From an optimization exercise on the open Yosys and OpenROAD flow, aimed at small area, a short achievable clock period and few clock cycles per item; shortcuts taken in it are not production practice. In this exercise RTL edits were held to simulation tests only and were not proved equivalent to the original.

==> inputs of cedar <==
==> flow/design.v <==
module qyuqyu_f64op (
    input  wire        clk,
    input  wire        rst,
    input  wire        req_valid,
    output wire        req_ready,
    input  wire [3:0]  req_op,
    input  wire [63:0] req_a,
    input  wire [63:0] req_b,
    output wire        rsp_valid,
    input  wire        rsp_ready,
    output wire [63:0] rsp_y,
    output wire [63:0] rsp_z,
    output wire        rsp_ill
);
    localparam integer SQ_K = 3;                       
    localparam integer SQ_M = 54 / SQ_K;               
    localparam integer SQ_N = 54;                      
    localparam integer SQ_W = SQ_N + 4;                
    localparam [3:0] OP_ABS = 4'h0, OP_MIN = 4'h1, OP_MAX = 4'h2, OP_MODF = 4'h3,
                     OP_FLOOR = 4'h4, OP_CEIL = 4'h5, OP_TRUNC = 4'h6,
                     OP_ROUND = 4'h7, OP_SQRT = 4'h8;
    localparam [63:0] PINF = 64'h7FF0000000000000;
    localparam [63:0] NINF = 64'hFFF0000000000000;
    localparam [63:0] ONE  = 64'h3FF0000000000000;
    localparam [63:0] QNAN = 64'h7FF8000000000001;
    reg         rdy_q;       
    reg         busy_q;      
    reg         vld_q;       
    reg         f_abs, f_mm, f_max, f_modf, f_floor, f_ceil, f_round, f_sqrt, f_res;
    reg  [63:0] a_q, b_q;
    reg  [63:0] y_q, z_q;
    reg         ill_q;
    reg  [SQ_M+1:0] ph;      
    assign req_ready = rdy_q;
    assign rsp_valid = vld_q;
    assign rsp_y     = y_q;
    assign rsp_z     = z_q;
    assign rsp_ill   = ill_q;
    wire is_sqrt = f_sqrt;
    wire [10:0] r_e     = req_a[62:52];
    wire [51:0] r_m     = req_a[51:0];
    wire [10:0] r_nf    = 11'd1075 - r_e;
    wire [63:0] r_fmask = ~(64'hFFFFFFFFFFFFFFFF << r_nf[5:0]);
    wire [63:0] r_hmask = r_fmask >> 1;
    wire        r_lt1   = (r_e < 11'd1023);
    wire        r_big   = (r_e > 11'd1074);
    wire        r_rbit  = |(r_m & r_fmask[51:0] & ~r_hmask[51:0]);
    wire        r_rstk  = |(r_m & r_hmask[51:0]);
    wire        r_rlsb  = |(req_a[52:0] & {r_fmask[51:0], 1'b0} & ~r_fmask[52:0]);
    wire        r_mm    = (req_op == OP_MIN) || (req_op == OP_MAX);
    wire        r_bnf   = (req_b[62:52] == 11'h7FF);
    wire        r_bmz   = (req_b[51:0] == 52'd0);
    reg         a_mz, a_ez, a_nonf, e_lt1, e_big, e_1022, f_nz, rnd_up;
    reg         b_zero, b_nan, b_inf, m_lt, m_eq;
    wire        a_s    = a_q[63];
    wire [10:0] a_e    = a_q[62:52];
    wire [51:0] a_m    = a_q[51:0];
    wire [63:0] a_sgn  = {a_s, 63'd0};
    wire        a_zero = a_ez && a_mz;
    wire        a_nan  = a_nonf && !a_mz;
    wire        a_inf  = a_nonf && a_mz;
    wire        b_s    = b_q[63];
    wire        e_frac = !e_lt1 && !e_big;
    wire [63:0] fmask  = b_q;
    wire [63:0] a_int  = a_q & ~fmask;
    wire [51:0] fbits  = a_m & fmask[51:0];
    wire [62:0] inc_int   = (a_q[62:0] | fmask[62:0]) + 63'd1;
    wire [51:0] nz_in = is_sqrt ? a_m : fbits;
    wire [63:0] nv0 = {nz_in, 12'd0};
    wire        ns5 = (nv0[63:32] == 32'd0);
    wire [63:0] nv1 = ns5 ? {nv0[31:0], 32'd0} : nv0;
    wire        ns4 = (nv1[63:48] == 16'd0);
    wire [63:0] nv2 = ns4 ? {nv1[47:0], 16'd0} : nv1;
    wire        ns3 = (nv2[63:56] == 8'd0);
    wire [63:0] nv3 = ns3 ? {nv2[55:0], 8'd0} : nv2;
    wire        ns2 = (nv3[63:60] == 4'd0);
    wire [63:0] nv4 = ns2 ? {nv3[59:0], 4'd0} : nv3;
    wire        ns1 = (nv4[63:62] == 2'd0);
    wire [63:0] nv5 = ns1 ? {nv4[61:0], 2'd0} : nv4;
    wire        ns0 = !nv5[63];
    wire [63:0] nv6 = ns0 ? {nv5[62:0], 1'b0} : nv5;
    wire [5:0]  lz  = {ns5, ns4, ns3, ns2, ns1, ns0};
    wire [51:0] nfrac = nv6[62:11];      
    wire        m_gt   = !m_lt && !m_eq;
    wire        is_max = f_max;
    wire        sel_a  = (a_s != b_s) ? (is_max ? b_s : a_s)
                                      : ((a_s ^ is_max) ? m_gt : m_lt);
    wire [63:0] ext_v  = is_max ? PINF : NINF;
    wire        ext_hit = (a_inf && (a_s != is_max)) || (b_inf && (b_s != is_max));
    reg  [63:0] mm_y;
    always @(*) begin
        if (ext_hit)               mm_y = ext_v;
        else if (a_nan || b_nan)   mm_y = QNAN;
        else if (a_zero && b_zero) mm_y = b_q;
        else if (sel_a)            mm_y = a_q;
        else                       mm_y = b_q;
    end
    wire        up_frac = (f_floor && a_s && f_nz) || (f_ceil && !a_s && f_nz) || (f_round && rnd_up);
    wire        up_lt1  = (f_floor && a_s && !a_zero) || (f_ceil && !a_s && !a_zero)
                       || (f_round && e_1022 && !a_mz);
    wire        pass_a  = f_abs || e_big;
    reg  [62:0] int_mag;
    always @(*) begin
        if (pass_a)       int_mag = a_q[62:0];
        else if (e_lt1)   int_mag = up_lt1 ? ONE[62:0] : 63'd0;
        else if (up_frac) int_mag = inc_int;
        else              int_mag = a_int[62:0];
    end
    wire [63:0] int_y = {a_s && !f_abs, int_mag};
    wire [10:0] f_exp  = a_e - 11'd1 - {5'd0, lz};
    wire [63:0] frac_w = f_nz ? {a_s, f_exp, nfrac} : a_sgn;
    reg [63:0] modf_z;
    always @(*) begin
        if (a_nonf)      modf_z = QNAN;
        else if (e_lt1)  modf_z = a_q;
        else if (e_frac) modf_z = frac_w;
        else             modf_z = a_sgn;
    end
    wire [52:0] norm_m = {1'b1, a_ez ? nfrac : a_m};
    wire [11:0] e_sum  = {1'b0, a_e} + 12'd1023;
    wire [10:0] sq_e1n = e_sum[11:1];
    wire [10:0] sq_e1s = {2'b00, 4'b1111, ~lz[5:1]};
    wire        e_odd  = a_ez ? !lz[0] : !a_e[0];
    wire [53:0] m2     = e_odd ? {norm_m, 1'b0} : {1'b0, norm_m};
    wire [10:0] sq_e1w = a_ez ? sq_e1s : sq_e1n;
    wire [SQ_N:0]   sq_s  = y_q[SQ_N:0];
    wire [SQ_N:0]   sq_sm = a_q[SQ_N:0];
    wire [SQ_W-1:0] sq_ws = z_q[SQ_W-1:0];
    wire [SQ_W-1:0] sq_wc = b_q[SQ_W-1:0];
    reg  [10:0]     sq_e1;
    reg             sq_sp;       
    reg  [1:0]      sq_d;        
    reg  [SQ_N:0] sq_u0;
    integer c;
    always @(*) begin
        sq_u0 = {(SQ_N+1){1'b0}};
        for (c = 1; c <= SQ_M; c = c + 1)
            sq_u0[SQ_N - 1 - (c - 1) * SQ_K] = ph[c];
    end
    function [1:0] sq_sel;
        input [SQ_W-1:0] ws, wc;
        reg   [4:0] y;
        begin
            y = ws[SQ_W-2:SQ_N-2] + wc[SQ_W-2:SQ_N-2];
            sq_sel = {y[4] && (y != 5'h1F), !y[4]};
        end
    endfunction
    function [SQ_W-1:0] sq_f;
        input [1:0]    d;
        input [SQ_N:0] s, sm, u;
        begin
            if (d[0])      sq_f = ~({{(SQ_W-SQ_N-2){1'b0}}, s, 1'b0} | {{(SQ_W-SQ_N-1){1'b0}}, u});
            else if (d[1]) sq_f = {{(SQ_W-SQ_N-2){1'b0}}, sm, 1'b0} | {{(SQ_W-SQ_N-2){1'b0}}, u, 1'b0}
                                | {{(SQ_W-SQ_N-1){1'b0}}, u};
            else           sq_f = {SQ_W{1'b0}};
        end
    endfunction
    function [1:0] sq_next;
        input [1:0]      d;
        input [SQ_W-1:0] ws, wc;
        input [SQ_N:0]   s, sm, u;
        reg   [SQ_W-1:0] a, b, f;
        begin
            a = {ws[SQ_W-2:0], 1'b0};
            b = {wc[SQ_W-2:0], 1'b0};
            f = sq_f(d, s, sm, u);
            sq_next = sq_sel(a ^ b ^ f, {((a & b) | (a & f) | (b & f)), d[0]});
        end
    endfunction
    reg  [SQ_N:0]   st_s  [0:SQ_K];
    reg  [SQ_N:0]   st_sm [0:SQ_K];
    reg  [SQ_W-1:0] st_ws [0:SQ_K];
    reg  [SQ_W-1:0] st_wc [0:SQ_K];
    reg  [1:0]      st_d  [0:SQ_K];
    reg  [1:0]      st_np, st_nz, st_nn;
    reg  [SQ_N:0]   st_u;
    reg  [SQ_W-1:0] st_f, st_a, st_b;
    integer j;
    always @(*) begin
        st_s[0]  = sq_s;
        st_sm[0] = sq_sm;
        st_ws[0] = sq_ws;
        st_wc[0] = sq_wc;
        st_d[0]  = sq_d;
        for (j = 0; j < SQ_K; j = j + 1) begin
            st_u = sq_u0 >> j;
            st_f = sq_f(st_d[j], st_s[j], st_sm[j], st_u);
            st_a = {st_ws[j][SQ_W-2:0], 1'b0};
            st_b = {st_wc[j][SQ_W-2:0], 1'b0};
            st_ws[j+1] = st_a ^ st_b ^ st_f;
            st_wc[j+1] = {((st_a & st_b) | (st_a & st_f) | (st_b & st_f)), st_d[j][0]};
            st_s[j+1]  = (st_d[j][1] ? st_sm[j] : st_s[j])
                       | ((st_d[j][0] || st_d[j][1]) ? st_u : {(SQ_N+1){1'b0}});
            st_sm[j+1] = st_d[j][0] ? st_s[j]
                       : (st_sm[j] | ((st_d[j][0] || st_d[j][1]) ? {(SQ_N+1){1'b0}} : st_u));
            st_np = sq_next(2'b01, st_ws[j], st_wc[j], st_s[j], st_sm[j], st_u);
            st_nz = sq_next(2'b00, st_ws[j], st_wc[j], st_s[j], st_sm[j], st_u);
            st_nn = sq_next(2'b10, st_ws[j], st_wc[j], st_s[j], st_sm[j], st_u);
            st_d[j+1] = st_d[j][0] ? st_np : (st_d[j][1] ? st_nn : st_nz);
        end
    end
    wire [SQ_W-1:0] sq_w   = sq_ws + sq_wc;
    wire            sq_inc = sq_s[0] && !sq_w[SQ_W-1];
    wire [63:0]     sq_res = {1'b0, sq_e1, sq_s[52:1]} + {63'd0, sq_inc};
    reg [63:0] sqrt_y;
    always @(*) begin
        if (!sq_sp)                               sqrt_y = sq_res;
        else if (a_zero || a_nan || !a_s)         sqrt_y = a_q;
        else                                      sqrt_y = QNAN;
    end
    reg [63:0] exec_y, exec_z;
    reg        exec_ill;
    always @(*) begin
        exec_y   = QNAN;
        exec_z   = 64'd0;
        exec_ill = 1'b0;
        if (f_res) begin
            exec_y   = QNAN;
            exec_z   = QNAN;
            exec_ill = 1'b1;
        end else begin
            exec_y   = f_mm ? mm_y : (f_sqrt ? sqrt_y : int_y);
            exec_z   = f_modf ? modf_z : 64'd0;
        end
    end
    wire sqrt_last = ph[SQ_M+1];
    wire complete  = busy_q && (!is_sqrt || sqrt_last);
    wire accept    = rdy_q && req_valid;
    always @(posedge clk) begin
        if (rst) begin
            rdy_q  <= 1'b1;
            busy_q <= 1'b0;
            vld_q  <= 1'b0;
        end else begin
            if (accept) begin
                rdy_q  <= 1'b0;
                busy_q <= 1'b1;
            end
            if (complete) begin
                busy_q <= 1'b0;
                vld_q  <= 1'b1;
            end
            if (vld_q && rsp_ready) begin
                vld_q  <= 1'b0;
                rdy_q  <= 1'b1;
            end
        end
    end
    always @(posedge clk) begin
        if (busy_q && is_sqrt) begin
            ph <= {ph[SQ_M:0], 1'b0};
            if (ph[0]) begin
                y_q[SQ_N:0]   <= {1'b1, {SQ_N{1'b0}}};
                if (!(a_zero || a_nonf || a_s))
                    a_q[SQ_N:0] <= {(SQ_N+1){1'b0}};
                z_q[SQ_W-1:0] <= {4'b1111, m2, {(SQ_N-54){1'b0}}};
                b_q[SQ_W-1:0] <= {SQ_W{1'b0}};
                sq_e1         <= sq_e1w;
                sq_d          <= sq_sel({4'b1111, m2, {(SQ_N-54){1'b0}}}, {SQ_W{1'b0}});
                sq_sp         <= a_zero || a_nonf || a_s;
            end else begin
                y_q[SQ_N:0]   <= st_s[SQ_K];
                if (!sq_sp)
                    a_q[SQ_N:0] <= st_sm[SQ_K];
                z_q[SQ_W-1:0] <= st_ws[SQ_K];
                b_q[SQ_W-1:0] <= st_wc[SQ_K];
                sq_d          <= st_d[SQ_K];
            end
        end
        if (!rst && accept) begin
            f_abs   <= (req_op == OP_ABS);
            f_mm    <= (req_op == OP_MIN) || (req_op == OP_MAX);
            f_max   <= (req_op == OP_MAX);
            f_modf  <= (req_op == OP_MODF);
            f_floor <= (req_op == OP_FLOOR);
            f_ceil  <= (req_op == OP_CEIL);
            f_round <= (req_op == OP_ROUND);
            f_sqrt  <= (req_op == OP_SQRT);
            f_res   <= (req_op > OP_SQRT);
            a_q  <= req_a;
            b_q  <= r_mm ? req_b : r_fmask;
            a_mz   <= (r_m == 52'd0);
            a_ez   <= (r_e == 11'd0);
            a_nonf <= (r_e == 11'h7FF);
            e_lt1  <= r_lt1;
            e_big  <= r_big;
            e_1022 <= (r_e == 11'd1022);
            f_nz   <= |(r_m & r_fmask[51:0]);
            rnd_up <= r_rbit && (r_rstk || r_rlsb);
            b_zero <= (req_b[62:0] == 63'd0);
            b_nan  <= r_bnf && !r_bmz;
            b_inf  <= r_bnf && r_bmz;
            m_lt   <= (req_a[62:0] < req_b[62:0]);
            m_eq   <= (req_a[62:0] == req_b[62:0]);
            ph   <= {{(SQ_M+1){1'b0}}, 1'b1};
        end
        if (!rst && complete) begin
            y_q   <= exec_y;
            z_q   <= exec_z;
            ill_q <= exec_ill;
        end
    end
endmodule
==> flow/run.sh <==
#!/bin/bash
# synth_recipe.tcl (not shown) runs the flow's synth.tcl, then flattens the netlist and writes it again
# the make line also repeats each setting of config.mk as NAME=value (left out here)
make -C /OpenROAD-flow-scripts/flow DESIGN_CONFIG=/design/flow/config.mk WORK_HOME=/design/flow/orfs CLKGATE_MAP_FILE= SYNTH_SCRIPT=/design/flow/synth_recipe.tcl finish
==> flow/config.mk <==
export PLATFORM = sky130hd
export DESIGN_NAME = qyuqyu_f64op
export DESIGN_NICKNAME = qyuqyu_f64op
export VERILOG_FILES = /design/flow/design.v
export SDC_FILE = /design/flow/constraint.sdc
export NUM_CORES = 4
export LEC_CHECK = 0
export CAP_MARGIN = 20
export CORE_MARGIN = 2
export CORE_UTILIZATION = 38
export PLACE_DENSITY = 0.55
export SETUP_SLACK_MARGIN = 3
export SLEW_MARGIN = 20
==> flow/constraint.sdc <==
create_clock -name core_clock -period 10.0 [get_ports {clk}]
set_input_delay 2.0000 -clock core_clock [delete_from_list [all_inputs] [get_ports {clk}]]
set_output_delay 2.0000 -clock core_clock [all_outputs]
set_load 0.01 [all_outputs]
==> inputs of pepper, as changes to cedar <==
--- a/flow/design.v
+++ b/flow/design.v
@@ -31,5 +31,5 @@
     reg  [63:0] y_q, z_q;
     reg         ill_q;
-    reg  [SQ_M+1:0] ph;      
+    reg  [4:0]  cnt;         
     assign req_ready = rdy_q;
     assign rsp_valid = vld_q;
@@ -131,4 +131,5 @@
     reg             sq_sp;       
     reg  [1:0]      sq_d;        
+    reg           sq_c1, sq_c2;  
     reg  [SQ_N:0] sq_u0;
     integer c;
@@ -136,5 +137,5 @@
         sq_u0 = {(SQ_N+1){1'b0}};
         for (c = 1; c <= SQ_M; c = c + 1)
-            sq_u0[SQ_N - 1 - (c - 1) * SQ_K] = ph[c];
+            sq_u0[SQ_N - 1 - (c - 1) * SQ_K] = (c == 1) ? sq_c1 : (c == 2) ? sq_c2 : (cnt == c);
     end
     function [1:0] sq_sel;
@@ -224,5 +225,5 @@
         end
     end
-    wire sqrt_last = ph[SQ_M+1];
+    wire sqrt_last = (cnt == SQ_M + 1);
     wire complete  = busy_q && (!is_sqrt || sqrt_last);
     wire accept    = rdy_q && req_valid;
@@ -249,6 +250,8 @@
     always @(posedge clk) begin
         if (busy_q && is_sqrt) begin
-            ph <= {ph[SQ_M:0], 1'b0};
-            if (ph[0]) begin
+            cnt <= cnt + 5'd1;
+            sq_c1 <= (cnt == 5'd0);
+            sq_c2 <= sq_c1 && (cnt != 5'd0);
+            if (cnt == 5'd0) begin
                 y_q[SQ_N:0]   <= {1'b1, {SQ_N{1'b0}}};
                 if (!(a_zero || a_nonf || a_s))
@@ -293,5 +296,5 @@
             m_lt   <= (req_a[62:0] < req_b[62:0]);
             m_eq   <= (req_a[62:0] == req_b[62:0]);
-            ph   <= {{(SQ_M+1){1'b0}}, 1'b1};
+            cnt  <= 5'd0;
         end
         if (!rst && complete) begin
--- a/flow/config.mk
+++ b/flow/config.mk
@@ -8,6 +8,7 @@
 export CAP_MARGIN = 20
 export CORE_MARGIN = 2
-export CORE_UTILIZATION = 38
-export PLACE_DENSITY = 0.55
-export SETUP_SLACK_MARGIN = 3
+export CORE_UTILIZATION = 46
+export PLACE_DENSITY = 0.6
+export SETUP_SLACK_MARGIN = 5
 export SLEW_MARGIN = 20
+export TNS_END_PERCENT = 5
==> metrics.log <==
[metrics] leading post-synthesis cells by instance count: 639 x sky130_fd_sc_hd__nand2_1, 566 x sky130_fd_sc_hd__o21ai_0, 475 x sky130_fd_sc_hd__a21oi_1, 475 x sky130_fd_sc_hd__nor2_1, 375 x sky130_fd_sc_hd__clkbuf_1
[metrics] met1 routing resource usage after global routing: 65.3%
[metrics] clock edge transition at the registers on the reported setup and hold paths: 0.06 ns
[metrics] share of the synthesized area in the top cell type: 20.8%
[metrics] Met1 Routed Length: 94.2 mm
[metrics] Max transition margin: 9.46%
[metrics] invs w/o clock: 279
[metrics] area share of buffers outside the clock network: 13.7%
[metrics] outcome: complete, no violations
[metrics] RD Place Congestion: 1.14
[metrics] post-route cell area: 52900 um^2
[metrics] number of standard cells in the layout, taps in and fillers out: 7185
[metrics] WL met3: 58.5 mm
[metrics] fill count: 8534
[metrics] largest incremental delay on the critical path: 0.55 ns
Source of the figures above: pepper

==> metrics.log <==
[metrics] outcome: complete, no violations
[metrics] RD Place Congestion: 1.07
[metrics] largest incremental delay on the critical path: 0.58 ns
[metrics] number of standard cells in the layout, taps in and fillers out: 7333
[metrics] fill count: 11500
[metrics] met1 routing resource usage after global routing: 60.6%
[metrics] Max transition margin: 13.6%
[metrics] Met1 Routed Length: 108 mm
[metrics] clock edge transition at the registers on the reported setup and hold paths: 0.07 ns
[metrics] share of the synthesized area in the top cell type: 20.1%
[metrics] Critical R2R Launch: z_q[51]
[metrics] leading post-synthesis cells by instance count: 579 x sky130_fd_sc_hd__nor2_1, 563 x sky130_fd_sc_hd__nand2_1, 480 x sky130_fd_sc_hd__o21ai_0
[metrics] total number of vias: 51800
[metrics] area share of buffers outside the clock network: 9.57%
Source of the figures above: cedar

Testbench counts of cedar, summed over its fixed seeds: cycles 122,806, items 24,000.
Testbench counts of pepper, summed over its fixed seeds: cycles 122,806, items 24,000.

## static timing again, ports no longer ideal
The results above use ideal ports. As a check the final layouts listed here were re-extracted and re-timed, cells and wires unchanged.
Step 1 sets driving cells, clkbuf_16 on the clock port and buf_2 on the other inputs (assumed; they add their load-dependent delay and slew).
Step 2 adds t to the input delays and takes it off the output delays; t is the mean of the earliest and latest rising clock arrival at the registers after step 1. Input paths then give back, and output paths get back, about the clock's delay inside the block.
Slacks: ideal / step 1 / step 2; pairs: ideal / step 1.
run	t (ns)	setup WS [ns]	worst setup path after step 2
cedar	0.732	2.956 / 2.956 / 2.521	input to register
pepper	0.738	4.078 / 4.078 / 3.466	input to register
After both steps setup and hold are still met in every run listed. The setup slack of pepper, which loses most, moves by 0.000 ns with the drivers and by -0.612 ns with both steps.
